This is an optimization exercise on Yosys and OpenROAD, whose aim is small area, a short achievable clock period and few clock cycles, not a production implementation.
Where RTL was checked, it was by simulation tests only, not by an equivalence proof against the original.
Only the layout flow was run in runs 2 to 4; the RTL was not checked for function there.
Power and IR drop assume default switching activity.

## design.v

```verilog
module bsb_dtvalid (
    input  wire       leap,
    input  wire [7:0] mon,
    input  wire [7:0] day,
    input  wire [7:0] hour,
    input  wire [7:0] min,
    input  wire [7:0] sec,
    output wire       valid
);
    wire m30 = (mon == 8'd4) || (mon == 8'd6) || (mon == 8'd9) || (mon == 8'd11);
    wire feb = (mon == 8'd2);
    wire day_ok = (day <= 8'd28) || (day == 8'd29 && (!feb || leap)) ||
                  (day == 8'd30 && !feb) || (day == 8'd31 && !feb && !m30);
    assign valid = (mon >= 8'd1) && (mon <= 8'd12) &&
                   (day >= 8'd1) && day_ok &&
                   (hour <= 8'd23) && (min <= 8'd59) && (sec <= 8'd59);
endmodule
module bsb_leap16 (
    input  wire [15:0] y,
    output wire        leap
);
    wire signed [10:0] s = $signed({3'd0, y[9:5], 3'd0}) - $signed({6'd0, y[9:5]}) +
                           $signed({6'd0, y[4:0]}) - $signed({5'd0, y[15:10]});
    wire d25 = (s == -11'sd50) || (s == -11'sd25) || (s == 11'sd0) || (s == 11'sd25) ||
               (s == 11'sd50) || (s == 11'sd75) || (s == 11'sd100) || (s == 11'sd125) ||
               (s == 11'sd150) || (s == 11'sd175) || (s == 11'sd200) || (s == 11'sd225);
    assign leap = (y[1:0] == 2'd0) && (!d25 || (y[3:2] == 2'd0));
endmodule
module bsb_fenc (
    input  wire        clk,
    input  wire        rst,
    input  wire        go,
    input  wire [3:0]  p1,      
    input  wire [2:0]  g_in,    
    input  wire        pz,      
    input  wire        neg,
    input  wire [32:0] m0,
    input  wire [31:0] mag,
    input  wire [15:0] d,
    input  wire [31:0] den,
    output wire        idle,
    output wire        fin,     
    output wire        ovf,
    output wire [15:0] q16
);
    localparam F_IDLE = 3'd0, F_MUL = 3'd1, F_NORM = 3'd2, F_DIV = 3'd3, F_RND = 3'd4;
    reg [2:0]  st;
    reg [3:0]  cnt;
    reg        first;
    reg        sgn;
    reg [47:0] x;       
    reg         b_neg, b_two, b_one;
    wire [33:0] dext   = {17'd0, d, 1'b0};
    wire [3:0]  cnt_nx = cnt - 4'd1;
    wire [2:0]  grp_nx = dext[{cnt_nx, 1'b0} +: 3];
    wire [32:0] mm    = b_two ? {mag, 1'b0} : (b_one ? {1'b0, mag} : 33'd0);
    wire [47:0] addend = {15'd0, mm} ^ {48{b_neg}};
    wire [47:0] x_mul = {x[45:0], 2'b00} + addend + {47'd0, b_neg};
    function [5:0] bitlen32;
        input [31:0] v;
        integer k;
        begin
            bitlen32 = 6'd0;
            for (k = 0; k < 32; k = k + 1)
                if (v[k]) bitlen32 = k + 1;
        end
    endfunction
    wire [5:0]  bl_a = bitlen32(mag);
    wire [5:0]  bl_b = bitlen32({16'd0, d});
    wire [5:0]  bl_c = bitlen32(den);
    wire [6:0]  bl_ab = {1'b0, bl_a} + {1'b0, bl_b};
    wire        e_ovf = (bl_ab >= {1'b0, bl_c} + 7'd18);    
    wire        e_q0  = (bl_ab + 7'd2 <= {1'b0, bl_c});     
    reg         e_ovf_r, e_q0_r, second;
    wire        efin  = (st == F_MUL) && second && (e_ovf_r || e_q0_r);
    wire        big  = (x[47:16] >= den);                        
    wire        lt0  = (x[47:32] == 16'd0) && (x[31:0] < den);   
    wire        lt8  = (x[47:40] == 8'd0) && (x[39:8] < den);    
    wire [32:0] sa   = {x[47:16], x[15] & (st != F_RND)};
    wire [33:0] ta   = {1'b0, sa} - {2'b00, den};
    wire        qa   = ~ta[33];
    wire [31:0] ra   = qa ? ta[31:0] : sa[31:0];
    wire [15:0] qt   = x[15:0];
    wire        half = qa;
    wire        tie  = ({x[47:16], 1'b0} == {1'b0, den});
    wire        up   = half & (~tie | qt[0]);
    wire        ovf_p = qt[15] | ((&qt[14:0]) & up);
    wire        ovf_n = qt[15] & ((|qt[14:0]) | up);
    wire [15:0] qs   = qt ^ {16{sgn}};
    wire [15:0] qs1  = qs + 16'd1;
    wire [15:0] q_r  = (up ^ sgn) ? qs1 : qs;
    wire        nfin = (st == F_NORM) && big;
    assign idle = (st == F_IDLE);
    assign fin  = efin || nfin || (st == F_RND);
    assign ovf  = (st == F_MUL) ? e_ovf_r : (st == F_NORM) ? big : (sgn ? ovf_n : ovf_p);
    assign q16  = (st == F_MUL) ? 16'd0 : q_r;
    always @(posedge clk) begin
        case (st)
            F_MUL:   x <= x_mul;
            F_NORM:  x <= lt0 ? {x[31:0], 16'd0} : lt8 ? {x[39:0], 8'd0} : x;
            F_DIV:   x <= {ra, x[14:0], qa};
            default: x <= {15'd0, m0};
        endcase
        if (rst) begin
            st  <= F_IDLE;
        end else begin
            case (st)
                F_IDLE: begin
                    first <= 1'b1;
                    second <= 1'b0;
                    b_neg <= g_in[2] & ~(g_in[1] & g_in[0]);
                    b_two <= (g_in == 3'b011) || (g_in == 3'b100);
                    b_one <= g_in[1] ^ g_in[0];
                    if (go) begin
                        cnt <= p1;
                        sgn <= neg;
                        st  <= pz ? F_NORM : F_MUL;
                    end
                end
                F_MUL: begin
                    first   <= 1'b0;
                    second  <= first;
                    e_ovf_r <= e_ovf;
                    e_q0_r  <= e_q0;
                    b_neg <= grp_nx[2] & ~(grp_nx[1] & grp_nx[0]);
                    b_two <= (grp_nx == 3'b011) || (grp_nx == 3'b100);
                    b_one <= grp_nx[1] ^ grp_nx[0];
                    cnt <= cnt_nx;
                    if (efin)            st <= F_IDLE;
                    else if (cnt == 4'd0) st <= F_NORM;
                end
                F_NORM: begin
                    cnt <= lt8 ? 4'd7 : 4'd15;
                    st  <= nfin ? F_IDLE : lt0 ? F_RND : F_DIV;
                end
                F_DIV: begin
                    cnt <= cnt - 4'd1;
                    if (cnt == 4'd0) st <= F_RND;
                end
                default: st <= F_IDLE;
            endcase
        end
    end
endmodule
module bsb_pcodec (
    input  wire        clk,
    input  wire        rst,
    input  wire        start,
    input  wire        op,         
    input  wire [2:0]  tag,
    input  wire [15:0] div,
    input  wire [7:0]  plen,
    input  wire [95:0] pay_in,
    input  wire [7:0]  v_flag,
    input  wire [31:0] v_int,
    input  wire [31:0] v_mnum,
    input  wire [31:0] v_mden,
    input  wire [15:0] v_year,
    input  wire [7:0]  v_mon,
    input  wire [7:0]  v_day,
    input  wire [7:0]  v_wday,
    input  wire [7:0]  v_hour,
    input  wire [7:0]  v_min,
    input  wire [7:0]  v_sec,
    input  wire [7:0]  v_trail,
    input  wire [1:0]  v_sn,
    input  wire        v_smark,
    input  wire [20:0] v_sh,
    input  wire [23:0] v_sm,
    input  wire [23:0] v_eh,
    input  wire [23:0] v_em,
    output wire        ready,
    output reg         done,
    output wire [7:0]  err,
    output wire [2:0]  o_tag,
    output wire [7:0]  o_flag,
    output wire [31:0] o_int,
    output wire [31:0] o_mnum,
    output wire [31:0] o_mden,
    output wire [15:0] o_year,
    output wire [7:0]  o_mon,
    output wire [7:0]  o_day,
    output wire [7:0]  o_wday,
    output wire [7:0]  o_hour,
    output wire [7:0]  o_min,
    output wire [7:0]  o_sec,
    output wire [7:0]  o_trail,
    output wire [1:0]  o_sn,
    output wire        o_smark,
    output wire [20:0] o_sh,
    output wire [23:0] o_sm,
    output wire [23:0] o_eh,
    output wire [23:0] o_em,
    output wire [95:0] o_pay,
    output wire [7:0]  o_plen
);
    localparam [2:0] E_OK = 3'd0, E_UNK = 3'd1, E_SHORT = 3'd2, E_DT = 3'd3,
                     E_RANGE = 3'd4, E_ILL = 3'd7;
    reg [95:0] r;         
    reg [2:0]  r_err;
    reg [2:0]  r_tag;
    reg [3:0]  r_s;       
    wire [7:0] pb0 = pay_in[7:0];
    wire [7:0] pb1 = pay_in[15:8];
    wire [7:0] pb2 = pay_in[23:16];
    wire [7:0] pb3 = pay_in[31:24];
    wire [7:0] pb4 = pay_in[39:32];
    wire [7:0] pb5 = pay_in[47:40];
    wire [7:0] pb6 = pay_in[55:48];
    wire [7:0] pb7 = pay_in[63:56];
    wire [7:0] pb8 = pay_in[71:64];
    wire        f_idle, f_fin, f_ovf;
    wire [15:0] f_q;
    assign ready = f_idle & ~dt_pend;
    wire acc  = start & ready;
    wire e_dt = acc & op & (tag == 3'd3);
    wire f_go = acc & op & (tag == 3'd2) & (div != 16'd0) & (v_mden != 32'd0);
    reg [3:0] f_p1;
    reg       f_two;
    always @(*) begin
        f_two = 1'b0;
        if (div[15])          begin f_p1 = 4'd7; end
        else if (div[14])     begin f_p1 = 4'd6; f_two = div[13]; end
        else if (div[13])     begin f_p1 = 4'd6; end
        else if (div[12])     begin f_p1 = 4'd5; f_two = div[11]; end
        else if (div[11])     begin f_p1 = 4'd5; end
        else if (div[10])     begin f_p1 = 4'd4; f_two = div[9]; end
        else if (div[9])      begin f_p1 = 4'd4; end
        else if (div[8])      begin f_p1 = 4'd3; f_two = div[7]; end
        else if (div[7])      begin f_p1 = 4'd3; end
        else if (div[6])      begin f_p1 = 4'd2; f_two = div[5]; end
        else if (div[5])      begin f_p1 = 4'd2; end
        else if (div[4])      begin f_p1 = 4'd1; f_two = div[3]; end
        else if (div[3])      begin f_p1 = 4'd1; end
        else if (div[2])      begin f_p1 = 4'd0; f_two = div[1]; end
        else if (div[1])      begin f_p1 = 4'd0; end
        else                  begin f_p1 = 4'd0; end
    end
    wire f_pz = (div[15:1] == 15'd0);
    wire [33:0] f_dext = {17'd0, div, 1'b0};
    wire [2:0]  f_g = f_dext[{f_p1, 1'b0} +: 3];    
    wire [31:0] mv = v_mnum;
    reg  [31:0] mor;      
    reg  [7:0]  gor, gpre;
    integer gi, gk;
    always @(*) begin
        for (gi = 0; gi < 8; gi = gi + 1) gor[gi] = |mv[4*gi +: 4];
        gpre = gor;
        for (gk = 1; gk < 8; gk = gk * 2)
            for (gi = 7; gi >= gk; gi = gi - 1) gpre[gi] = gpre[gi] | gpre[gi-gk];
        mor[0] = mv[0];
        mor[1] = |mv[1:0];
        mor[2] = |mv[2:0];
        mor[3] = gpre[0];
        for (gi = 1; gi < 8; gi = gi + 1) begin
            mor[4*gi]     = mv[4*gi]         | gpre[gi-1];
            mor[4*gi + 1] = (|mv[4*gi +: 2]) | gpre[gi-1];
            mor[4*gi + 2] = (|mv[4*gi +: 3]) | gpre[gi-1];
            mor[4*gi + 3] = gpre[gi];
        end
    end
    wire [31:0] mag = mv ^ ({32{mv[31]}} & {mor[30:0], 1'b0});
    wire [32:0] f_m0 = f_two ? {mag, 1'b0} : {1'b0, mag};
    bsb_fenc u_fenc (
        .clk(clk), .rst(rst), .go(f_go), .p1(f_p1), .g_in(f_g), .pz(f_pz), .neg(v_mnum[31]), .m0(f_m0),
        .mag(r[63:32]), .d(r[23:8]), .den(r[95:64]),
        .idle(f_idle), .fin(f_fin), .ovf(f_ovf), .q16(f_q)
    );
    wire leap_d = (pb1[1:0] == 2'd0) && (pb1 != 8'd0) && (pb1 != 8'd200);
    wire dt_ok;
    bsb_dtvalid u_dt (
        .leap(leap_d), .mon(pb2), .day(pb3), .hour(pb5), .min(pb6), .sec(pb7),
        .valid(dt_ok)
    );
    wire [7:0] year_off = v_year[7:0] - 8'h6C;
    reg  dt_pend;
    wire [15:0] ry = r[95:80];
    wire leap_r, dt_ok_r;
    bsb_leap16 u_leap (.y(ry), .leap(leap_r));
    bsb_dtvalid u_dt_r (
        .leap(leap_r), .mon(r[23:16]), .day(r[31:24]), .hour(r[47:40]),
        .min(r[55:48]), .sec(r[63:56]), .valid(dt_ok_r)
    );
    wire year_ok_r = (ry[15:8] == 8'h07 && ry[7:0] >= 8'h6C) ||
                     (ry[15:8] == 8'h08 && ry[7:0] <= 8'h6B);
    wire [2:0] c_dt = !dt_ok_r ? E_DT : !year_ok_r ? E_RANGE : E_OK;
    wire d_en0 = (plen >= 8'd4);
    wire d_en1 = (plen >= 8'd8) && !pb0[7];
    wire d_en2 = (plen >= 8'd12) && !pb0[7] && !pb4[7];
    wire d_mark = (d_en0 && pb0[7]) || (d_en1 && pb4[7]) || (d_en2 && pb8[7]);
    wire [1:0] d_n = d_en2 ? 2'd3 : d_en1 ? 2'd2 : d_en0 ? 2'd1 : 2'd0;
    wire d_short = (plen < 8'd4) ||
                   (!pb0[7] && plen > 8'd4 && plen < 8'd8) ||
                   (!pb0[7] && !pb4[7] && plen > 8'd8 && plen < 8'd12);
    wire e_en0 = (v_sn != 2'd0);
    wire e_en1 = v_sn[1];
    wire e_en2 = (v_sn == 2'd3);
    wire [95:0] e_sch = {
        v_em[23:16], v_eh[23:16], v_sm[23:16], v_smark && (v_sn == 2'd3), v_sh[20:14],
        v_em[15:8],  v_eh[15:8],  v_sm[15:8],  v_smark && (v_sn == 2'd2), v_sh[13:7],
        v_em[7:0],   v_eh[7:0],   v_sm[7:0],   v_smark && (v_sn == 2'd1), v_sh[6:0]};
    wire [95:0] sch_src = op ? e_sch : pay_in;
    wire en0 = op ? e_en0 : d_en0;
    wire en1 = op ? e_en1 : d_en1;
    wire en2 = op ? e_en2 : d_en2;
    wire [95:0] sch = sch_src & {{32{en2}}, {32{en1}}, {32{en0}}};
    wire [8:0] dy = {1'b0, pb1} + 9'h06C;    
    reg [3:0] e_plen;
    always @(*) begin
        case (tag)
            3'd3:    e_plen = 4'd9;
            3'd4:    e_plen = v_smark ? 4'd12 : {v_sn, 2'b00};
            3'd5:    e_plen = 4'd2;
            default: e_plen = 4'd3;
        endcase
    end
    reg [95:0] cap;
    always @(*) begin
        cap = pay_in;
        if (tag == 3'd4) begin
            cap = sch;
        end else if (!op) begin
            case (tag)
                3'd2: cap[39:24] = div;
                3'd3: cap[15:8]  = dy[7:0];            
                3'd5: cap[23:8]  = {pb1, 8'd0};        
                default: ;
            endcase
        end else begin
            case (tag)
                3'd2:    cap = {v_mden, mag, 8'd0, div, v_flag};
                3'd3:    cap = {v_year, 8'd0, v_trail, v_sec, v_min, v_hour, v_wday, v_day,
                                v_mon, year_off, v_flag};
                3'd5:    cap = {72'd0, v_int[7:0], v_int[7:0], v_flag};
                default: cap = {72'd0, v_int[7:0], v_int[15:8], v_flag};
            endcase
        end
    end
    reg [2:0] c;
    always @(*) begin
        c = E_OK;
        if (tag[2:1] == 2'b11) c = E_UNK;
        else if (!op) begin
            case (tag)
                3'd0, 3'd1: if (plen < 8'd3) c = E_SHORT;
                3'd2: if (div == 16'd0) c = E_ILL;
                      else if (plen < 8'd3) c = E_SHORT;
                3'd3: if (plen < 8'd9) c = E_SHORT;
                      else if (!dt_ok) c = E_DT;
                3'd4: if (d_short) c = E_SHORT;
                default: if (plen < 8'd2) c = E_SHORT;
            endcase
        end else begin
            case (tag)
                3'd0, 3'd1: if (v_int[31:15] != {17{v_int[15]}}) c = E_RANGE;
                3'd2: if (div == 16'd0) c = E_ILL;
                      else if (v_mden == 32'd0) c = E_RANGE;
                3'd3: ;    
                3'd4: if (v_sn == 2'd0) c = E_RANGE;
                default: if (v_int[31:8] != 24'd0) c = E_RANGE;
            endcase
        end
    end
    always @(posedge clk) begin
        if (rst) begin
            done    <= 1'b0;
            dt_pend <= 1'b0;
        end else begin
            done    <= (acc && !f_go && !e_dt) || f_fin || dt_pend;
            dt_pend <= e_dt;
            if (acc) begin
                r       <= cap;
                r_err   <= c;
                r_tag   <= tag;
                r_s     <= op ? e_plen : {dy[8], d_mark, d_n};
            end else if (f_fin) begin
                r[23:8] <= {f_q[7:0], f_q[15:8]};
                r_err   <= f_ovf ? E_RANGE : E_OK;
            end else if (dt_pend) begin
                r_err   <= c_dt;
            end
        end
    end
    assign err     = {{4{r_err[2] & r_err[1]}}, r_err[2], r_err[1] | r_err[0], r_err[1], r_err[0]};
    assign o_tag   = r_tag;
    assign o_flag  = r[7:0];
    assign o_int   = {{16{r[15]}}, r[15:8], r[23:16]};
    assign o_mnum  = o_int;
    assign o_mden  = {16'd0, r[39:24]};
    assign o_year  = {4'd0, r_s[3], {3{~r_s[3]}}, r[15:8]};
    assign o_mon   = r[23:16];
    assign o_day   = r[31:24];
    assign o_wday  = r[39:32];
    assign o_hour  = r[47:40];
    assign o_min   = r[55:48];
    assign o_sec   = r[63:56];
    assign o_trail = r[71:64];
    assign o_sn    = r_s[1:0];
    assign o_smark = r_s[2];
    assign o_sh    = {r[70:64], r[38:32], r[6:0]};
    assign o_sm    = {r[79:72], r[47:40], r[15:8]};
    assign o_eh    = {r[87:80], r[55:48], r[23:16]};
    assign o_em    = {r[95:88], r[63:56], r[31:24]};
    assign o_pay   = r;
    assign o_plen  = {4'd0, r_s};
endmodule
```

## flow/run.sh

```bash
#!/bin/bash
# The standard layout with two changes to how it is made:
#  - the port buffers use the smallest buffer cell (sky130_fd_sc_hd__buf_1);
#  - timing repair aims 6 ns below the clock period (SETUP_SLACK_MARGIN=6), so
#    that the achieved period is pushed well below the 10 ns target.
set -euo pipefail
bash standard.sh "BUFFER_PORTS_ARGS=-buffer_cell sky130_fd_sc_hd__buf_1" \
    "SETUP_SLACK_MARGIN=6" finish > standard_flow.log 2>&1
```

## standard.sh

```bash
#!/bin/bash
# synth_recipe.tcl (not shown) runs the flow's synth.tcl, then flattens the netlist and writes it again
# the make line also repeats each setting of config.mk as NAME=value (left out here)
make -C /OpenROAD-flow-scripts/flow DESIGN_CONFIG=/design/flow/config.mk WORK_HOME=/design/flow/orfs CLKGATE_MAP_FILE= SYNTH_SCRIPT=/design/flow/synth_recipe.tcl "${@:-finish}"
```

## config.mk

```make
export PLATFORM = sky130hd
export DESIGN_NAME = bsb_pcodec
export DESIGN_NICKNAME = bsb_pcodec
export VERILOG_FILES = /design/flow/design.v
export SDC_FILE = /design/flow/constraint.sdc
export NUM_CORES = 4
export LEC_CHECK = 0
export CAP_MARGIN = 20
export CORE_MARGIN = 2
export CORE_UTILIZATION = 40
export SLEW_MARGIN = 20
```

## constraint.sdc

```tcl
create_clock -name core_clock -period 10.0 [get_ports {clk}]
set_input_delay 2.0000 -clock core_clock [delete_from_list [all_inputs] [get_ports {clk}]]
set_output_delay 2.0000 -clock core_clock [all_outputs]
set_load 0.01 [all_outputs]
```

==> results of run 1 <==
## layout make-up
class                           instances  area, sq um
Antenna cell                           10        25.02
Timing Repair Buffer                 1045         5460
Fill cell                            6438        32340
Clock buffer                           19        432.9
Sequential cell                       171         5087
Clock inverter                         13        120.1
Multi-Input combinational cell       2660        19480
Inverter                              112        447.9
Tap cell                              855         1070
## flip-flops by register name, indices dropped and copies added, names as in the netlist
name            cells
done                1
dt_pend             1
r                  96
r_err               3
r_s                 4
r_tag               3
u_fenc.b_neg        1
u_fenc.b_one        1
u_fenc.b_two        1
u_fenc.cnt          4
u_fenc.e_ovf_r      1
u_fenc.e_q0_r       1
u_fenc.first        1
u_fenc.second       1
u_fenc.sgn          1
u_fenc.st           3
u_fenc.x           48
## power by group through the flow
| stage | Clock, W | Combinational, W | Sequential (W) |
|---|---|---|---|
| 3_3_place_gp | 0 | 0.00350 | 0.00131 |
| 3_5_place_dp | 0 | 0.00350 | 0.00131 |
| 6_report | 0.000705 | 0.00446 | 0.00124 |
| 5_1_grt | 0.000726 | 0.00473 | 0.00123 |
| 2_1_floorplan | 0 | 0.00263 | 0.00111 |
| 4_1_cts | 0.000704 | 0.00403 | 0.00125 |
## timing repair
item	CTS	global route
setup endpoints to repair	183	112
pin swaps	101	115
gates cloned	8	4
gates resized for setup	236	177
hold buffers	0	0
setup buffers	129	96
## final timing paths
path / from / endpoint / slack (ns) / cells past startpoint
worst max-delay path: v_mnum[1] / u_fenc.x[31]$_DFFE_PP_ / 5.39 / 13
worst min-delay path: u_fenc.first$_DFFE_PP_ / u_fenc.second$_DFFE_PP_ / 0.53 / 1
worst min register to register: u_fenc.first$_DFFE_PP_ / u_fenc.second$_DFFE_PP_ / 0.53 / 1
worst max register to register: r[36]$_DFFE_PP_ / u_fenc.e_q0_r$_DFFE_PP_ / 5.60 / 20
## worst max-delay path: stages
cell and delay [ns]:
buf_8 0.09, or4_4 0.55, nor3_4 0.28, buf_4 0.16
buf_6 0.09, nand4_4 0.06, or3_4 0.34, or3_4 0.44
or2_4 0.28, or3_4 0.40, nand3_4 0.07, a222oi_1 0.07
o211ai_1 0.14
## cell families after synthesis
logic type / Yosys count
compound gates: 1172
simple gates: 956
buf+inv: 594
fa+ha+maj: 225
flops: 171
xor+xnor: 165
mux: 112
other cells: 2
## through the flow
stage,instances,hold slack (ns)
finish,4885,0.5273
global route,4880,0.5521
CTS,4775,0.5259
detailed placement,4606,0.5057
global placement,4606,0.5009
floorplan,3420,0.4713
## metal layers
metal	part of all wire (%)	global-route usage (%)	wire length, microns	vias up
li1	-	-	-	13620
met1	39	54.90	57660	14980
met2	41	58.56	60790	2344
met3	15	18.65	22980	446
met4	5.2	17.58	7840	20
met5	0.14	0	214	-
## cells in the mapped netlist (all sizes together) (70+ instances only)
cell    count  share of area, %
a21oi     347               6.7
nor2      211               3.0
buf       320               9.0
clkbuf    161               2.3
o21ai     280               5.4
mux2i      98               3.8
nand3      70               1.3
nand2     289               4.2
edfxtp    166                19
a21o       76               2.2
xnor2      96               3.2
inv       112               1.6
ha        218                10
==> results.yml, run 1 <==
logic_synthesis:
  syn_inst: 3397
  syn-cell-area_sq_mm: 0.02611
  synth-simple-area-share_pct: 18.06
  synth_top_family_by_area: "compound AO/OA/AOI/OAI gates"
  synth.distinct_cells: 92
  synth_edf_count: 166
  yosys_warnings: 2
  synth_ff_type: "edfxtp_1"
  ys_seq_area_share_pct: 19.48
  syn_area_per_cell_sq_um: 7.685
  synthMuxAreaShare_pct: 4.577
  async_flop_share_pct: 0
  synth_fa_ha_area_share_pct: 10.99
  synth_xor_area_share_pct: 5.536
  synth_compound_area_share_pct: 28.39
  synth_seq_cells: 171
sta:
  setup-tns-final_ns: 0
  finalHoldViolations: 0
  drv_slew: 0
  rsz0062_at_grt: "yes"
  maxSlewHeadroom_pct: 23.57
  timing.final.ws_setup_ns: 5.387
  min_period_over_period_pct: 46.13
  finalSetupViolCount: 0
  fmax_mhz: 216.8
  fin_crit_ns: 4.613
  fin_worst_skew_ns: 0.02020
  tightest_slew_ns: 1.138
setup_path:
  cp.required_ns: 10.37
  crit_path_max_fanout: 3
  startpoint_type: "primary input"
  arrival_ns: 4.98
  criticalPathCategory: "in2reg"
  end_kind: "register"
power_and_ir_drop:
  intPower_w: 0.003091
  p_seq_share_pct: 19.4
  comb_power_share_pct: 69.6
  power_w: 0.006412
  power.density_mw_per_mm2: 199.6
  p_sw_w: 0.003321
  pwr-share-clk_pct: 11.0
  p_sw_share_pct: 51.80
  total_leakage_power_nw: 12.48
  irDropWorstVdd_v: 0.0001498
min_path:
  hp-class: "reg2reg"
placement:
  io_buffers: 763
  routabilityCongestion: 1.051
  dp_hpwl_microns: 111000
  dpl_worst_slack_ns: 4.447
  dpl_cell_area_sq_mm: 0.02788
clock_network:
  cts_htree_levels: 4
  clk_latency_ns: 0.52
  cts_tree: "yes"
  cts_buffer_depth: 2
  cts_root_buf: "clkbuf_16"
  cts-buffers-inserted: 17
  clock-sinks: 171
  cts.clk_slew.worst_paths_ns: 0.09
final_layout:
  fin_nets: 4631
  synthToLayoutAreaGrowth_pct: 23.04
  final_common_cell: "buf_1"
  layout.cells.most_common_list: "buf_1, a21oi_1, nand2_1, buf_4, o21ai_0"
  drive_gt1_share_pct: 16.04
  design_area_sq_mm: 0.03212
  finish.utilization_pct: 49.83
global_routing:
  grt_pass1_vias: 27460
  grt_max_degree: 66
  grt_util_all_layers_pct: 41.72
  overflow: 0
  grt_pass1_wl_microns: 201900
  antenna_found_initial: 22
route:
  num_vias: 31410
  dr.pass1.iters: 8
  drt_wl_total_microns: 149500
  routed_via_density: 6.431
  drtIter0Drc: 4983
  drc: 0
  ant_nets: 0
  wire_per_inst_microns: 30.60
floorplanning:
  start_util_pct: 40.50
  core_area_sq_mm: 0.06446
  io_pins: 788
  rows: 93
  die_h_microns: 259.5
  fp.dieArea_sq_mm: 0.06732
  die_w_microns: 259.5
job:
  maxCapViolCount: 0
outcome:
  status: "complete, no violations"
Testbench counts, summed over its fixed seeds: cycles 40,045.
==> run 2, diff against run 1 <==
--- a/design.v
+++ b/design.v
@@ -36,2 +36,5 @@
     input  wire        neg,
+    input  wire [5:0]  bla_in,   
+    input  wire [4:0]  blb_in,   
+    input  wire [5:0]  blc_in,   
     input  wire [32:0] m0,
@@ -58,19 +61,8 @@
     wire [47:0] x_mul = {x[45:0], 2'b00} + addend + {47'd0, b_neg};
-    function [5:0] bitlen32;
-        input [31:0] v;
-        integer k;
-        begin
-            bitlen32 = 6'd0;
-            for (k = 0; k < 32; k = k + 1)
-                if (v[k]) bitlen32 = k + 1;
-        end
-    endfunction
-    wire [5:0]  bl_a = bitlen32(mag);
-    wire [5:0]  bl_b = bitlen32({16'd0, d});
-    wire [5:0]  bl_c = bitlen32(den);
-    wire [6:0]  bl_ab = {1'b0, bl_a} + {1'b0, bl_b};
-    wire        e_ovf = (bl_ab >= {1'b0, bl_c} + 7'd18);    
-    wire        e_q0  = (bl_ab + 7'd2 <= {1'b0, bl_c});     
-    reg         e_ovf_r, e_q0_r, second;
-    wire        efin  = (st == F_MUL) && second && (e_ovf_r || e_q0_r);
+    reg  [5:0]  bla, blc;
+    reg  [4:0]  blb;
+    wire [6:0]  bl_ab = {1'b0, bla} + {2'b00, blb};
+    wire        e_ovf = (bl_ab >= {1'b0, blc} + 7'd18);           
+    wire        e_q0  = (bl_ab + {6'd0, sgn} + 7'd2 <= {1'b0, blc});  
+    wire        efin  = (st == F_MUL) && first && (e_ovf || e_q0);
     wire        big  = (x[47:16] >= den);                        
@@ -94,5 +86,8 @@
     assign fin  = efin || nfin || (st == F_RND);
-    assign ovf  = (st == F_MUL) ? e_ovf_r : (st == F_NORM) ? big : (sgn ? ovf_n : ovf_p);
+    assign ovf  = (st == F_MUL) ? e_ovf : (st == F_NORM) ? big : (sgn ? ovf_n : ovf_p);
     assign q16  = (st == F_MUL) ? 16'd0 : q_r;
     always @(posedge clk) begin
+        bla <= bla_in;
+        blb <= blb_in;
+        blc <= blc_in;
         case (st)
@@ -109,3 +104,2 @@
                     first <= 1'b1;
-                    second <= 1'b0;
                     b_neg <= g_in[2] & ~(g_in[1] & g_in[0]);
@@ -120,6 +114,3 @@
                 F_MUL: begin
-                    first   <= 1'b0;
-                    second  <= first;
-                    e_ovf_r <= e_ovf;
-                    e_q0_r  <= e_q0;
+                    first <= 1'b0;
                     b_neg <= grp_nx[2] & ~(grp_nx[1] & grp_nx[0]);
@@ -263,4 +254,24 @@
     wire [32:0] f_m0 = f_two ? {mag, 1'b0} : {1'b0, mag};
+    function [5:0] blen32;
+        input [31:0] v;
+        reg h16, h8, h4, h2, h1;
+        reg [15:0] v16;
+        reg [7:0]  v8;
+        reg [3:0]  v4;
+        reg [1:0]  v2;
+        begin
+            h16 = |v[31:16]; v16 = h16 ? v[31:16] : v[15:0];
+            h8  = |v16[15:8]; v8 = h8 ? v16[15:8] : v16[7:0];
+            h4  = |v8[7:4];   v4 = h4 ? v8[7:4]   : v8[3:0];
+            h2  = |v4[3:2];   v2 = h2 ? v4[3:2]   : v4[1:0];
+            h1  = v2[1];
+            blen32 = (|v) ? {1'b0, h16, h8, h4, h2, h1} + 6'd1 : 6'd0;
+        end
+    endfunction
+    wire [5:0] f_bla = blen32(v_mnum ^ {32{v_mnum[31]}});
+    wire [5:0] f_blb = blen32({16'd0, div});
+    wire [5:0] f_blc = blen32(v_mden);
     bsb_fenc u_fenc (
-        .clk(clk), .rst(rst), .go(f_go), .p1(f_p1), .g_in(f_g), .pz(f_pz), .neg(v_mnum[31]), .m0(f_m0),
+        .clk(clk), .rst(rst), .go(f_go), .p1(f_p1), .g_in(f_g), .pz(f_pz), .neg(v_mnum[31]),
+        .bla_in(f_bla), .blb_in(f_blb[4:0]), .blc_in(f_blc), .m0(f_m0),
         .mag(r[63:32]), .d(r[23:8]), .den(r[95:64]),
==> flow/run.sh (replaced) <==
#!/bin/bash
# The standard layout, with the port buffers made of the smallest buffer cell
# (sky130_fd_sc_hd__buf_1) instead of the one buffer_ports picks by default.
set -euo pipefail
bash standard.sh "BUFFER_PORTS_ARGS=-buffer_cell sky130_fd_sc_hd__buf_1" finish > standard_flow.log 2>&1
--- a/config.mk
+++ b/config.mk
@@ -10,2 +10,3 @@
 export CORE_UTILIZATION = 40
+export SETUP_SLACK_MARGIN = 5
 export SLEW_MARGIN = 20
==> run 2 against run 1 <==
Against the previous run:
- total power is 33% lower
- design area shrank 7.7%
- core utilization shrank 5.8 points
- maximum frequency fell by 6.0%
- clock skew grew 0.013 ns
- setup slack got worse by 0.30 ns
- largest cell class unchanged
==> results.yml, run 2 <==
power_and_ir_drop:
  power_w: 0.004266
  comb_power_share_pct: 55.6
  intPower_w: 0.002141
  p_seq_share_pct: 26.2
  power.density_mw_per_mm2: 143.9
  pwr-share-clk_pct: 18.2
  irDropWorstVdd_v: 0.0001188
  p_sw_w: 0.002125
  total_leakage_power_nw: 11.55
  p_sw_share_pct: 49.81
sta:
  rsz0062_at_grt: "yes"
  fin_crit_ns: 4.909
  tightest_slew_ns: 1.163
  drv_slew: 0
  holdWs_ns: 0.6081
  maxSlewHeadroom_pct: 22.19
  min_period_over_period_pct: 49.09
  finalHoldViolations: 0
  setup-tns-final_ns: 0
  timing.final.ws_setup_ns: 5.091
  fin_worst_skew_ns: 0.03314
  fmax_mhz: 203.7
  finalSetupViolCount: 0
global_routing:
  grt_pass1_vias: 27100
  grt_pass1_wl_microns: 200800
  antenna_found_initial: 45
  grt_max_degree: 82
  overflow: 0
  grt_util_all_layers_pct: 39.90
setup_path:
  max_stage_delay_ns: 0.64
  crit_family: "buffers and inverters"
  reg2reg_from: "u_fenc.st[0]$_SDFFE_PP0P_"
  critPathSlowestCell: "buf_1"
  end_kind: "register"
  criticalPathCategory: "in2reg"
  cp.required_ns: 10.25
  arrival_ns: 5.16
  startpoint_type: "primary input"
  cp_num_buf_inv: 3
  reg2reg_to: "r_err[2]$_DFFE_PP_"
  crit_chain: "buf_1 > inv_1 > nand2_2 > buf_4 > nand2_1 > o22ai_1 > a21oi_1 > o21ai_0 > a31oi_1 > o21ai_0 > o31ai_1"
  timing.reg2reg.setup_slack_ns: 5.10
  path_common_cell: "o21ai_0"
  rr_worst_depth: 15
  crit_path_max_fanout: 55
final_layout:
  largest_registers: "r: 96 flops, u_fenc.x: 48 flops"
  fin_nets: 4580
  layout.cells.most_common_list: "buf_1, nand2_1, a21oi_1, o21ai_0, nor2_1"
  drive_gt1_share_pct: 4.766
  largest_reg_flops: 96
  synthToLayoutAreaGrowth_pct: 9.056
  multiInputGateArea_sq_mm: 0.01869
  seqCellArea_sq_mm: 0.005335
  final_common_cell: "buf_1"
  fillers: 7070
  top_register: "r"
min_path:
  min_from: "dt_pend$_SDFF_PP0_"
  hp-class: "reg2reg"
  hold_path_end: "done$_SDFF_PP0_"
  hold_depth: 2
job:
  maxCapViolCount: 0
clock_network:
  clk_latency_ns: 0.53
  clock-sinks: 185
  cts_htree_levels: 4
  cts.clk_slew.worst_paths_ns: 0.10
  cts_buffer_depth: 2
  cts_tree: "yes"
  cts_root_buf: "clkbuf_16"
  cts-buffers-inserted: 17
logic_synthesis:
  synth_seq_cells: 185
  syn-cell-area_sq_mm: 0.02718
  yosys.area.top_type_share_pct: 18.01
  synth_edf_count: 163
  yosys_warnings: 2
  async_flop_share_pct: 0
  synth_ff_type: "edfxtp_1"
  ys_seq_area_share_pct: 19.63
  yosysMostFrequentCell: "nand2_1"
  syn_inst: 3589
  syn_area_per_cell_sq_um: 7.572
  synth.distinct_cells: 96
  synth_area_leaders: "edfxtp_1, ha_1, buf_4"
  synth.cells.most_frequent: "nand2_1, a21oi_1, buf_4"
  synth_area_leader_cell: "edfxtp_1"
placement:
  io_buffers: 763
  dp_hpwl_microns: 118500
  dpl_worst_slack_ns: 3.893
  routabilityCongestion: 1.041
floorplanning:
  rows: 95
  io_pins: 788
  die_w_microns: 264.7
  die_h_microns: 264.7
  fp.dieArea_sq_mm: 0.07004
  start_util_pct: 40.40
  core_area_sq_mm: 0.06728
outcome:
  status: "complete, no violations"
route:
  drt_wl_total_microns: 147300
  ant_nets: 0
  route.met3.wl_microns: 18870
  num_vias: 31340
  dr.pass1.iters: 6
  drc: 0
  wl_met2_microns: 61320
  routed_via_density: 6.440
  top_layer_used: "met5"
  drtIter0Drc: 4561
  met1_length_microns: 58810
  wire_per_inst_microns: 30.28
## run 2: routing by layer
metal	vias up	track usage, %
met5	-	2.079
met4	26	21.03
met3	349	12.34
met2	2306	57.68
met1	14850	52.92
li1	13810	-
## run 2: timing repair
action / in CTS / in global routing
setup endpoints to repair: 46 / 53
hold buffers: 0 / 0
gates cloned: 0 / 1
buffers inserted: 0 / 5
pin swaps: 0 / 3
hold endpoints to repair: 0 / 0
resized for setup: 11 / 26
## run 2: worst max path at each step
| stage | depth (start not counted) | endpoint | slack (ns) | start |
|---|---|---|---|---|
| floorplan | 12 | u_fenc.x[24]$_DFFE_PP_ | 5.16 | v_mnum[2] |
| global placement | 13 | u_fenc.bla[0]$_SDFF_PN0_ | 4.03 | v_mnum[31] |
| detailed placement | 13 | u_fenc.bla[0]$_SDFF_PN0_ | 3.89 | v_mnum[31] |
| CTS | 13 | u_fenc.bla[0]$_SDFF_PN0_ | 5.01 | v_mnum[31] |
| global route | 16 | r_err[2]$_DFFE_PP_ | 4.98 | r[88]$_DFFE_PP_ |
| finish | 11 | r[10]$_DFFE_PP_ | 5.09 | tag[2] |
## run 2: layout make-up
| cell class | count | share of cell area [%] |
|---|---|---|
| multi-input cells | 2805 | 63.07 |
| flip-flops and latches | 185 | 18.00 |
| repair buffers | 829 | 11.47 |
| well taps | 873 | 3.685 |
| inverters | 115 | 1.456 |
| clock buffers | 17 | 1.435 |
| clock inverters | 15 | 0.6628 |
| diodes | 27 | 0.2280 |
## run 2: power by group through the flow
stage / Sequential, W / Clock, W / Combinational, W
2_1_floorplan: 0.00104 / 0 / 0.00164
3_3_place_gp: 0.00112 / 0 / 0.00226
3_5_place_dp: 0.00112 / 0 / 0.00225
4_1_cts: 0.00110 / 0.000776 / 0.00227
5_1_grt: 0.00111 / 0.000805 / 0.00254
6_report: 0.00112 / 0.000778 / 0.00237
## run 2: cell families after synthesis
kind of cell / Yosys count / synth area share [%]
other cells: 1 / 0.01380
xor+xnor: 167 / 5.382
flops: 185 / 19.63
mux: 102 / 4.065
buf+inv: 624 / 12.66
compound gates: 1215 / 28.63
fa+ha+maj: 229 / 10.73
simple gates: 1066 / 18.90
## run 2: tightest hold or removal path: stages, from the launching register on
cell and delay, ns:
dfxtp_1 0.38, a311oi_1 0.06, a21oi_1 0.13
## run 2: per-stage QoR
| stage | utilization [%] | instances | area [sq um] |
|---|---|---|---|
| 2_1_floorplan | - | 3613 | 27270 |
| 4_1_cts | 43.70 | 4833 | 29400 |
| 6_report | 44.05 | 4866 | 29640 |
| 3_3_place_gp | 42.71 | 4800 | 28730 |
| 3_5_place_dp | 42.71 | 4801 | 28740 |
| 5_1_grt | 44.00 | 4851 | 29600 |
==> run 3, diff against run 2 <==
--- a/design.v
+++ b/design.v
@@ -94,3 +94,3 @@
             F_MUL:   x <= x_mul;
-            F_NORM:  x <= lt0 ? {x[31:0], 16'd0} : lt8 ? {x[39:0], 8'd0} : x;
+            F_NORM:  x <= lt0 ? {x[31:0], 16'd0} : lt8 ? {x[39:0], 8'd0} : {ra, x[14:0], qa};
             F_DIV:   x <= {ra, x[14:0], qa};
@@ -123,3 +123,3 @@
                 F_NORM: begin
-                    cnt <= lt8 ? 4'd7 : 4'd15;
+                    cnt <= lt8 ? 4'd7 : 4'd14;
                     st  <= nfin ? F_IDLE : lt0 ? F_RND : F_DIV;
==> run 3 against run 2 <==
Against the previous run:
- area after synthesis is 0.74% lower
- clock power fell by 2%
- first-iteration DRC count increased by 6.3%
- sequential power is 4% higher
- sequential cell count did not move
- global-route usage decreased by 0.79 points
- critical path type unchanged
- final cell count increased by 0.78%
- non-clock buffer count down 6
- critical path depth is 1 lower
- routed wire length shrank 2.7%
- worst hold slack improved by 0.012 ns
- via count rose by 0.11%
==> results.yml, run 3 <==
outcome:
  status: "complete, no violations"
logic_synthesis:
  synth_seq_cells: 185
  synth_fa_ha_area_share_pct: 10.89
  synth_edf_count: 115
  synth_compound_area_share_pct: 29.85
  async_flop_share_pct: 0
  syn_area_per_cell_sq_um: 7.473
  syn_inst: 3610
  synth_xor_area_share_pct: 5.487
  synth_top_family_by_area: "compound AO/OA/AOI/OAI gates"
  yosys_warnings: 2
  syn-cell-area_sq_mm: 0.02698
  ys_seq_area_share_pct: 18.00
  synth_area_leader_cell: "edfxtp_1"
  synthMuxAreaShare_pct: 4.253
  synth_area_leaders: "edfxtp_1, ha_1, buf_4"
  synth.cells.most_frequent: "nand2_1, a21oi_1, o21ai_0"
  synth_ff_type: "edfxtp_1"
  synth-simple-area-share_pct: 18.94
  yosys.area.top_type_share_pct: 12.80
  synth.distinct_cells: 95
  yosysMostFrequentCell: "nand2_1"
placement:
  io_buffers: 763
  routabilityCongestion: 1.048
  dp_hpwl_microns: 114300
  dpl_worst_slack_ns: 3.859
  placedCellCount: 4825
  dpl_cell_area_sq_mm: 0.02856
sta:
  finalSetupViolCount: 0
  drv_slew: 0
  fin_worst_skew_ns: 0.02015
  timing.final.ws_setup_ns: 5.098
  maxSlewHeadroom_pct: 21.60
  finalHoldViolations: 0
  fin_crit_ns: 4.902
  min_period_over_period_pct: 49.02
  setup-tns-final_ns: 0
  tightest_slew_ns: 1.165
  rsz0062_at_grt: "yes"
  fmax_mhz: 204.0
route:
  drt_wl_total_microns: 143400
  routed_via_density: 6.398
  num_vias: 31380
  drc: 0
  wire_per_inst_microns: 29.23
  drtIter0Drc: 4847
  ant_nets: 0
  dr.pass1.iters: 8
final_layout:
  layout.cells.non_filler: 4904
  top_register: "r"
  design_area_sq_mm: 0.02943
  fin_nets: 4603
  largest_reg_flops: 96
  layout.cells.most_common_list: "buf_1, nand2_1, a21oi_1, o21ai_0, nor2_1"
  drive_gt1_share_pct: 4.664
  synthToLayoutAreaGrowth_pct: 9.086
  final_common_cell: "buf_1"
  fillers: 7130
  largest_registers: "r: 96 flops, u_fenc.x: 48 flops"
power_and_ir_drop:
  p_sw_share_pct: 50.36
  intPower_w: 0.002267
  p_sw_w: 0.002300
  comb_power_share_pct: 57.8
  p_seq_share_pct: 25.6
  pwr-share-clk_pct: 16.7
  power_w: 0.004567
  total_leakage_power_nw: 11.26
  power.density_mw_per_mm2: 155.2
  irDropWorstVdd_v: 0.0001155
global_routing:
  grt_max_degree: 86
  grt_util_all_layers_pct: 39.12
  grt_pass1_vias: 27420
  overflow: 0
  grt_pass1_wl_microns: 198400
  antenna_found_initial: 61
job:
  maxCapViolCount: 0
setup_path:
  criticalPathCategory: "in2reg"
  end_kind: "register"
  arrival_ns: 5.32
  cp.required_ns: 10.42
  crit_path_max_fanout: 9
  startpoint_type: "primary input"
floorplanning:
  start_util_pct: 40.31
  die_w_microns: 263.7
  core_area_sq_mm: 0.06692
  rows: 95
  die_h_microns: 263.7
  io_pins: 788
  fp.dieArea_sq_mm: 0.06953
clock_network:
  cts_buffer_depth: 2
  cts_htree_levels: 4
  cts-buffers-inserted: 17
  cts_tree: "yes"
  cts.clk_slew.worst_paths_ns: 0.09
  cts_root_buf: "clkbuf_16"
  clock-sinks: 185
  clk_latency_ns: 0.53
min_path:
  hp-class: "reg2reg"
## run 3: cell families (layout without fill, tap and decap cells)
family                     Yosys count  count (layout)
adders and majority gates          231             231
and+or+nand+nor                   1056            1056
DFF                                185             185
other                                1              68
buffers and inverters              614             968
xor gates and xnor gates           169             169
AOI/OAI and AO/OA                 1248            1248
muxes                              106             106
## run 3: worst paths after layout
kind / startpoint / endpoint / slack, ns / cells after the start
worst max-delay path: v_mnum[1] / u_fenc.x[19]$_DFF_P_ / 5.10 / 10
worst min-delay path: dt_pend$_SDFF_PP0_ / done$_SDFF_PP0_ / 0.62 / 2
worst max register to register: u_fenc.b_one$_DFFE_PP_ / u_fenc.x[44]$_DFF_P_ / 5.20 / 14
worst min register to register: dt_pend$_SDFF_PP0_ / done$_SDFF_PP0_ / 0.62 / 2
## run 3: layout make-up
type / instances / area, sq um / share of cell area [%]
multi-input combinational: 2835 / 19000 / 64.56
sequential: 185 / 4855 / 16.50
timing repair buffer: 823 / 3347 / 11.37
tap: 873 / 1092 / 3.712
clock buffer: 17 / 425.4 / 1.446
inverter: 113 / 424.2 / 1.441
clock inverter: 15 / 177.7 / 0.6038
antenna: 43 / 107.6 / 0.3657
## run 3: repair_timing
| item | 4_1_cts | 5_1_grt |
|---|---|---|
| cloned | 0 | 0 |
| buffers inserted | 1 | 2 |
| pin swaps | 1 | 0 |
| endpoints found under the setup margin | 4 | 37 |
| hold buffers | 0 | 0 |
| resized for setup | 3 | 25 |
## run 3: power groups by stage
stage	clock [W]	sequential [W]	combinational (W)
after floorplan	0	0.00103	0.00193
after global placement	0	0.00117	0.00254
after detailed placement	0	0.00117	0.00254
after CTS	0.000762	0.00115	0.00256
after global routing	0.000785	0.00116	0.00288
final	0.000761	0.00117	0.00264
## run 3: stage by stage
step	hold slack (ns)	util [%]
2_1_floorplan	0.5125	-
3_3_place_gp	0.5932	42.68
3_5_place_dp	0.6060	42.68
4_1_cts	0.6196	43.61
5_1_grt	0.6397	43.87
6_report	0.6201	43.97
## run 3: layer usage
layer | global-route usage [%] | up-vias | wire length [microns]
li1 | - | 13970 | -
met1 | 52.80 | 14910 | 56560
met2 | 56.32 | 2162 | 59210
met3 | 12.75 | 300 | 20650
met4 | 17.67 | 28 | 6754
met5 | 0 | - | 182
## run 3: critical path, cell delays in order
cell and delay, ns:
buf_1 0.27, or4_4 0.67, nor4_4 0.42, nand2_2 0.20, or3_1 0.47, o21ai_1 0.19, xor2_1 0.34, o21ai_1 0.23
a22o_1 0.26, a211o_1 0.27
==> run 4, diff against run 3 <==
--- a/design.v
+++ b/design.v
@@ -33,3 +33,3 @@
     input  wire [3:0]  p1,      
-    input  wire [2:0]  g_in,    
+    input  wire [4:0]  w_in,    
     input  wire        pz,      
@@ -54,9 +54,14 @@
     reg [47:0] x;       
-    reg         b_neg, b_two, b_one;
-    wire [33:0] dext   = {17'd0, d, 1'b0};
+    reg         h_neg, h_two, h_one, l_neg, l_two, l_one;
+    wire [35:0] dext   = {19'd0, d, 1'b0};
     wire [3:0]  cnt_nx = cnt - 4'd1;
-    wire [2:0]  grp_nx = dext[{cnt_nx, 1'b0} +: 3];
-    wire [32:0] mm    = b_two ? {mag, 1'b0} : (b_one ? {1'b0, mag} : 33'd0);
-    wire [47:0] addend = {15'd0, mm} ^ {48{b_neg}};
-    wire [47:0] x_mul = {x[45:0], 2'b00} + addend + {47'd0, b_neg};
+    wire [4:0]  w_nx   = dext[{cnt_nx[2:0], 2'b00} +: 5];
+    wire [32:0] mh     = h_two ? {mag, 1'b0} : (h_one ? {1'b0, mag} : 33'd0);
+    wire [32:0] ml     = l_two ? {mag, 1'b0} : (l_one ? {1'b0, mag} : 33'd0);
+    wire [47:0] op1    = {x[43:0], 1'b0, h_neg, 1'b0, l_neg};
+    wire [47:0] op2    = {{13{h_neg}}, mh ^ {33{h_neg}}, 2'b00};
+    wire [47:0] op3    = {{15{l_neg}}, ml ^ {33{l_neg}}};
+    wire [47:0] cs_ms  = op1 ^ op2 ^ op3;
+    wire [47:0] cs_mc  = (op1 & op2) | (op1 & op3) | (op2 & op3);
+    wire [47:0] x_mul  = cs_ms + {cs_mc[46:0], 1'b0};
     reg  [5:0]  bla, blc;
@@ -104,5 +109,8 @@
                     first <= 1'b1;
-                    b_neg <= g_in[2] & ~(g_in[1] & g_in[0]);
-                    b_two <= (g_in == 3'b011) || (g_in == 3'b100);
-                    b_one <= g_in[1] ^ g_in[0];
+                    h_neg <= w_in[4] & ~(w_in[3] & w_in[2]);
+                    h_two <= (w_in[4:2] == 3'b011) || (w_in[4:2] == 3'b100);
+                    h_one <= w_in[3] ^ w_in[2];
+                    l_neg <= w_in[2] & ~(w_in[1] & w_in[0]);
+                    l_two <= (w_in[2:0] == 3'b011) || (w_in[2:0] == 3'b100);
+                    l_one <= w_in[1] ^ w_in[0];
                     if (go) begin
@@ -115,5 +123,8 @@
                     first <= 1'b0;
-                    b_neg <= grp_nx[2] & ~(grp_nx[1] & grp_nx[0]);
-                    b_two <= (grp_nx == 3'b011) || (grp_nx == 3'b100);
-                    b_one <= grp_nx[1] ^ grp_nx[0];
+                    h_neg <= w_nx[4] & ~(w_nx[3] & w_nx[2]);
+                    h_two <= (w_nx[4:2] == 3'b011) || (w_nx[4:2] == 3'b100);
+                    h_one <= w_nx[3] ^ w_nx[2];
+                    l_neg <= w_nx[2] & ~(w_nx[1] & w_nx[0]);
+                    l_two <= (w_nx[2:0] == 3'b011) || (w_nx[2:0] == 3'b100);
+                    l_one <= w_nx[1] ^ w_nx[0];
                     cnt <= cnt_nx;
@@ -208,26 +219,29 @@
     wire f_go = acc & op & (tag == 3'd2) & (div != 16'd0) & (v_mden != 32'd0);
-    reg [3:0] f_p1;
-    reg       f_two;
+    reg [3:0] f_k0;
+    reg       f_two, f_odd;
     always @(*) begin
         f_two = 1'b0;
-        if (div[15])          begin f_p1 = 4'd7; end
-        else if (div[14])     begin f_p1 = 4'd6; f_two = div[13]; end
-        else if (div[13])     begin f_p1 = 4'd6; end
-        else if (div[12])     begin f_p1 = 4'd5; f_two = div[11]; end
-        else if (div[11])     begin f_p1 = 4'd5; end
-        else if (div[10])     begin f_p1 = 4'd4; f_two = div[9]; end
-        else if (div[9])      begin f_p1 = 4'd4; end
-        else if (div[8])      begin f_p1 = 4'd3; f_two = div[7]; end
-        else if (div[7])      begin f_p1 = 4'd3; end
-        else if (div[6])      begin f_p1 = 4'd2; f_two = div[5]; end
-        else if (div[5])      begin f_p1 = 4'd2; end
-        else if (div[4])      begin f_p1 = 4'd1; f_two = div[3]; end
-        else if (div[3])      begin f_p1 = 4'd1; end
-        else if (div[2])      begin f_p1 = 4'd0; f_two = div[1]; end
-        else if (div[1])      begin f_p1 = 4'd0; end
-        else                  begin f_p1 = 4'd0; end
+        f_odd = 1'b0;
+        if (div[15])          begin f_k0 = 4'd3; end
+        else if (div[14])     begin f_k0 = 4'd3; f_odd = 1'b1; end
+        else if (div[13])     begin f_k0 = 4'd3; f_odd = 1'b1; end
+        else if (div[12])     begin f_k0 = 4'd2; f_two = div[11]; end
+        else if (div[11])     begin f_k0 = 4'd2; end
+        else if (div[10])     begin f_k0 = 4'd2; f_odd = 1'b1; end
+        else if (div[9])      begin f_k0 = 4'd2; f_odd = 1'b1; end
+        else if (div[8])      begin f_k0 = 4'd1; f_two = div[7]; end
+        else if (div[7])      begin f_k0 = 4'd1; end
+        else if (div[6])      begin f_k0 = 4'd1; f_odd = 1'b1; end
+        else if (div[5])      begin f_k0 = 4'd1; f_odd = 1'b1; end
+        else if (div[4])      begin f_k0 = 4'd0; f_two = div[3]; end
+        else if (div[3])      begin f_k0 = 4'd0; end
+        else if (div[2])      begin f_k0 = 4'd0; f_odd = 1'b1; end
+        else if (div[1])      begin f_k0 = 4'd0; f_odd = 1'b1; end
+        else                  begin f_k0 = 4'd0; end
     end
     wire f_pz = (div[15:1] == 15'd0);
-    wire [33:0] f_dext = {17'd0, div, 1'b0};
-    wire [2:0]  f_g = f_dext[{f_p1, 1'b0} +: 3];    
+    wire [4:0] f_w = |div[15:13] ? div[15:11] :
+                     |div[12:9]  ? div[11:7]  :
+                     |div[8:5]   ? div[7:3]   :
+                                   {div[3:0], 1'b0};
     wire [31:0] mv = v_mnum;
@@ -253,3 +267,3 @@
     wire [31:0] mag = mv ^ ({32{mv[31]}} & {mor[30:0], 1'b0});
-    wire [32:0] f_m0 = f_two ? {mag, 1'b0} : {1'b0, mag};
+    wire [32:0] f_m0 = f_odd ? 33'd0 : f_two ? {mag, 1'b0} : {1'b0, mag};
     function [5:0] blen32;
@@ -274,3 +288,3 @@
     bsb_fenc u_fenc (
-        .clk(clk), .rst(rst), .go(f_go), .p1(f_p1), .g_in(f_g), .pz(f_pz), .neg(v_mnum[31]),
+        .clk(clk), .rst(rst), .go(f_go), .p1(f_k0), .w_in(f_w), .pz(f_pz), .neg(v_mnum[31]),
         .bla_in(f_bla), .blb_in(f_blb[4:0]), .blc_in(f_blc), .m0(f_m0),
==> run 4 against run 3 <==
Against the previous run:
- via count up 3.1%
- sequential power up 26%
- clock skew up 0.0053 ns
- global-route usage up 0.054 points
- first-iteration DRC count up 5.4%
- non-clock buffer count up 15
- register-to-register slack worse by 0.14 ns
- sequential share of layout area down 0.49 points
- area after synthesis up 4.6%
- synthesized cell count up 2.9%
- total power up 99%
- clock-buffer cell count up 4
- critical path type is now reg2reg
- critical endpoint is now u_fenc.x[44]$_DFF_P_
- largest power group unchanged
- highest routed layer unchanged
==> results.yml, run 4 <==
setup_path:
  end_kind: "register"
  arrival_ns: 5.38
  criticalPathCategory: "reg2reg"
  timing.reg2reg.setup_slack_ns: 5.06
  rr_worst_depth: 12
  crit_path_max_fanout: 24
  cp.required_ns: 10.44
  startpoint_type: "register"
logic_synthesis:
  synth_area_leaders: "edfxtp_1, ha_1, buf_4"
  synth_area_leader_cell: "edfxtp_1"
  async_flop_share_pct: 0
  synth_edf_count: 118
  yosys.area.top_type_share_pct: 12.56
  yosysMostFrequentCell: "nand2_1"
  ys_seq_area_share_pct: 17.52
  syn_area_per_cell_sq_um: 7.596
  synth_ff_type: "edfxtp_1"
  syn_inst: 3715
  synth.distinct_cells: 95
  synth_seq_cells: 188
  syn-cell-area_sq_mm: 0.02822
  synth.cells.most_frequent: "nand2_1, o21ai_0, a21oi_1"
  yosys_warnings: 2
global_routing:
  met3_usage_pct: 16.34
  grt_pass1_vias: 28380
  grt_util_all_layers_pct: 39.17
  grt_max_degree: 94
  met1_usage_pct: 53.04
  grt_pass1_wl_microns: 206900
  use_met2_pct: 54.19
  overflow: 0
  top_usage_layer: "met2"
  antenna_found_initial: 56
power_and_ir_drop:
  power.density_mw_per_mm2: 294.0
  irDropWorstVdd_v: 0.0001957
  total_leakage_power_nw: 11.99
placement:
  dp_hpwl_microns: 120700
  dpl_worst_slack_ns: 4.008
  io_buffers: 763
  routabilityCongestion: 1.082
floorplanning:
  start_util_pct: 40.37
  io_pins: 788
  fp.dieArea_sq_mm: 0.07269
  die_w_microns: 269.6
  die_h_microns: 269.6
  core_area_sq_mm: 0.06991
  rows: 97
route:
  drt_wl_total_microns: 150400
  drc: 0
  num_vias: 32350
  wire_per_inst_microns: 29.66
  routed_via_density: 6.379
  dr.pass1.iters: 6
  drtIter0Drc: 5107
  ant_nets: 0
clock_network:
  cts_root_buf: "clkbuf_16"
  clock-sinks: 188
  clk_latency_ns: 0.51
  cts_htree_levels: 4
  cts-buffers-inserted: 17
  cts_buffer_depth: 2
  cts_tree: "yes"
  cts.clk_slew.worst_paths_ns: 0.09
sta:
  tightest_slew_ns: 1.243
  finalHoldViolations: 0
  rsz0062_at_grt: "yes"
  timing.final.ws_setup_ns: 5.062
  maxSlewHeadroom_pct: 17.12
  fin_crit_ns: 4.938
  drv_slew: 0
  min_period_over_period_pct: 49.38
  finalSetupViolCount: 0
  fmax_mhz: 202.5
  setup-tns-final_ns: 0
  fin_worst_skew_ns: 0.02543
final_layout:
  largest_reg_flops: 96
  drive_gt1_share_pct: 4.778
  top_register: "r"
  layout.cells.most_common_list: "buf_1, nand2_1, o21ai_0, a21oi_1, nor2_1"
  final_common_cell: "buf_1"
  fin_nets: 4764
  largest_registers: "r: 96 flops, u_fenc.x: 48 flops"
  synthToLayoutAreaGrowth_pct: 9.453
outcome:
  status: "complete, no violations"
min_path:
  hp-class: "reg2reg"
  hold_depth: 2
job:
  maxCapViolCount: 0
[run 4: changes by cell type after synthesis, moves of 13 or more]
cell / change
a21boi_0: -13
xnor2_1: +47
mux2i_1: -26
o2111ai_1: -15
a21oi_1: -47
a22oi_1: +51
fa_1: +43
nor2_1: -16
a21o_1: +24
nand2b_1: +13
a31oi_1: +15
o211ai_1: +20
inv_1: +21
nand2_1: +21
[run 4: worst paths after layout]
path,from,end
min reg2reg,u_fenc.x[11]$_DFF_P_,u_fenc.x[12]$_DFF_P_
max reg2reg,r[90]$_DFFE_PP_,u_fenc.x[44]$_DFF_P_
min,u_fenc.x[11]$_DFF_P_,u_fenc.x[12]$_DFF_P_
max,r[90]$_DFFE_PP_,u_fenc.x[44]$_DFF_P_
[run 4: stage by stage]
stage	util (%)	cell area, sq um	total power [W]	cells	hold WS [ns]
3_5_place_dp	42.77	29900	0.008035	4988	0.5202
5_1_grt	44.13	30850	0.009666	5057	0.5492
4_1_cts	43.69	30540	0.008824	5023	0.5334
3_3_place_gp	42.76	29890	0.008030	4988	0.5229
6_report	44.18	30890	0.009080	5071	0.5335
2_1_floorplan	-	28320	0.006165	3739	0.5126
[run 4: final cells by class]
type                       count  area [sq um]
tap                          940          1176
antenna                       29         72.57
fill                        7527         39020
inverter                     131         491.7
multi-input combinational   2913         20140
clock buffer                  21         484.2
sequential                   188          4945
timing repair buffer         838          3480
clock inverter                11         95.09
[run 4: routing by layer]
layer,up-vias,part of all wire [%]
met3,348,15
met1,15350,40
li1,14210,-
met5,-,0.22
met2,2407,40
met4,32,4.8
[run 4: where the power goes]
part           leakage, nW  switching [W]  internal, W
clock network        0.294       0.000377     0.000365
logic                 10.0        0.00425      0.00261
registers             1.69       0.000438      0.00103
total                 12.0        0.00507      0.00401
[run 4: cell families (layout without fill, tap and decap cells)]
logic type	after synthesis	in the layout	synth area share (%)
adders and majority gates	276	276	13.57
muxes	76	76	2.904
and+or+nand+nor	1059	1064	17.94
buffers and inverters	643	1001	12.33
other	1	54	0.01329
AOI/OAI and AO/OA	1253	1253	28.88
xor gates and xnor gates	219	219	6.846
DFF	188	188	17.52
[run 4: critical path, stage by stage (launching register included)]
cell	delay (ns)
edfxtp_1	0.57
inv_1	0.26
ha_1	0.37
nand4_1	0.12
or3_1	0.41
nor4_1	0.47
o311ai_0	0.33
o211a_1	0.64
nor2_1	0.60
nand2_1	0.24
a21oi_1	0.53
a21oi_1	0.18
nand3_1	0.12
[run 4: repair_timing]
item	CTS	global route
setup buffers	0	14
endpoints found under the setup margin	82	77
gates cloned	3	2
gates resized for setup	8	26
hold buffers	0	0
pin swaps	1	4

[port drivers added, routing unchanged]
The results above use ideal ports. As a check the final layouts listed here were re-extracted and re-timed, cells and wires unchanged. Step 1, drivers: a clkbuf_16 drives clk and a buf_2 each remaining input, both assumed. Step 2, shift: input delay + t, output delay - t, t = (earliest + latest rising clock arrival at the registers) / 2. This alone moves slack from input paths to output paths. Three values: ideal, step 1, step 2; two values: the first two.
run	t, ns	slack for setup (ns)	worst data-port slew with drivers (ns)
run 1	0.579	5.387 / 5.405 / 4.826	0.24
run 2	0.593	5.091 / 5.102 / 4.542	0.31
run 3	0.578	5.098 / 5.105 / 4.527	0.29
run 4	0.565	5.062 / 5.035 / 4.471	0.22
After both steps setup and hold are still met in every run listed. For run 4, which loses most, drivers alone change the setup slack by -0.027 ns; drivers and shift together by -0.591 ns.
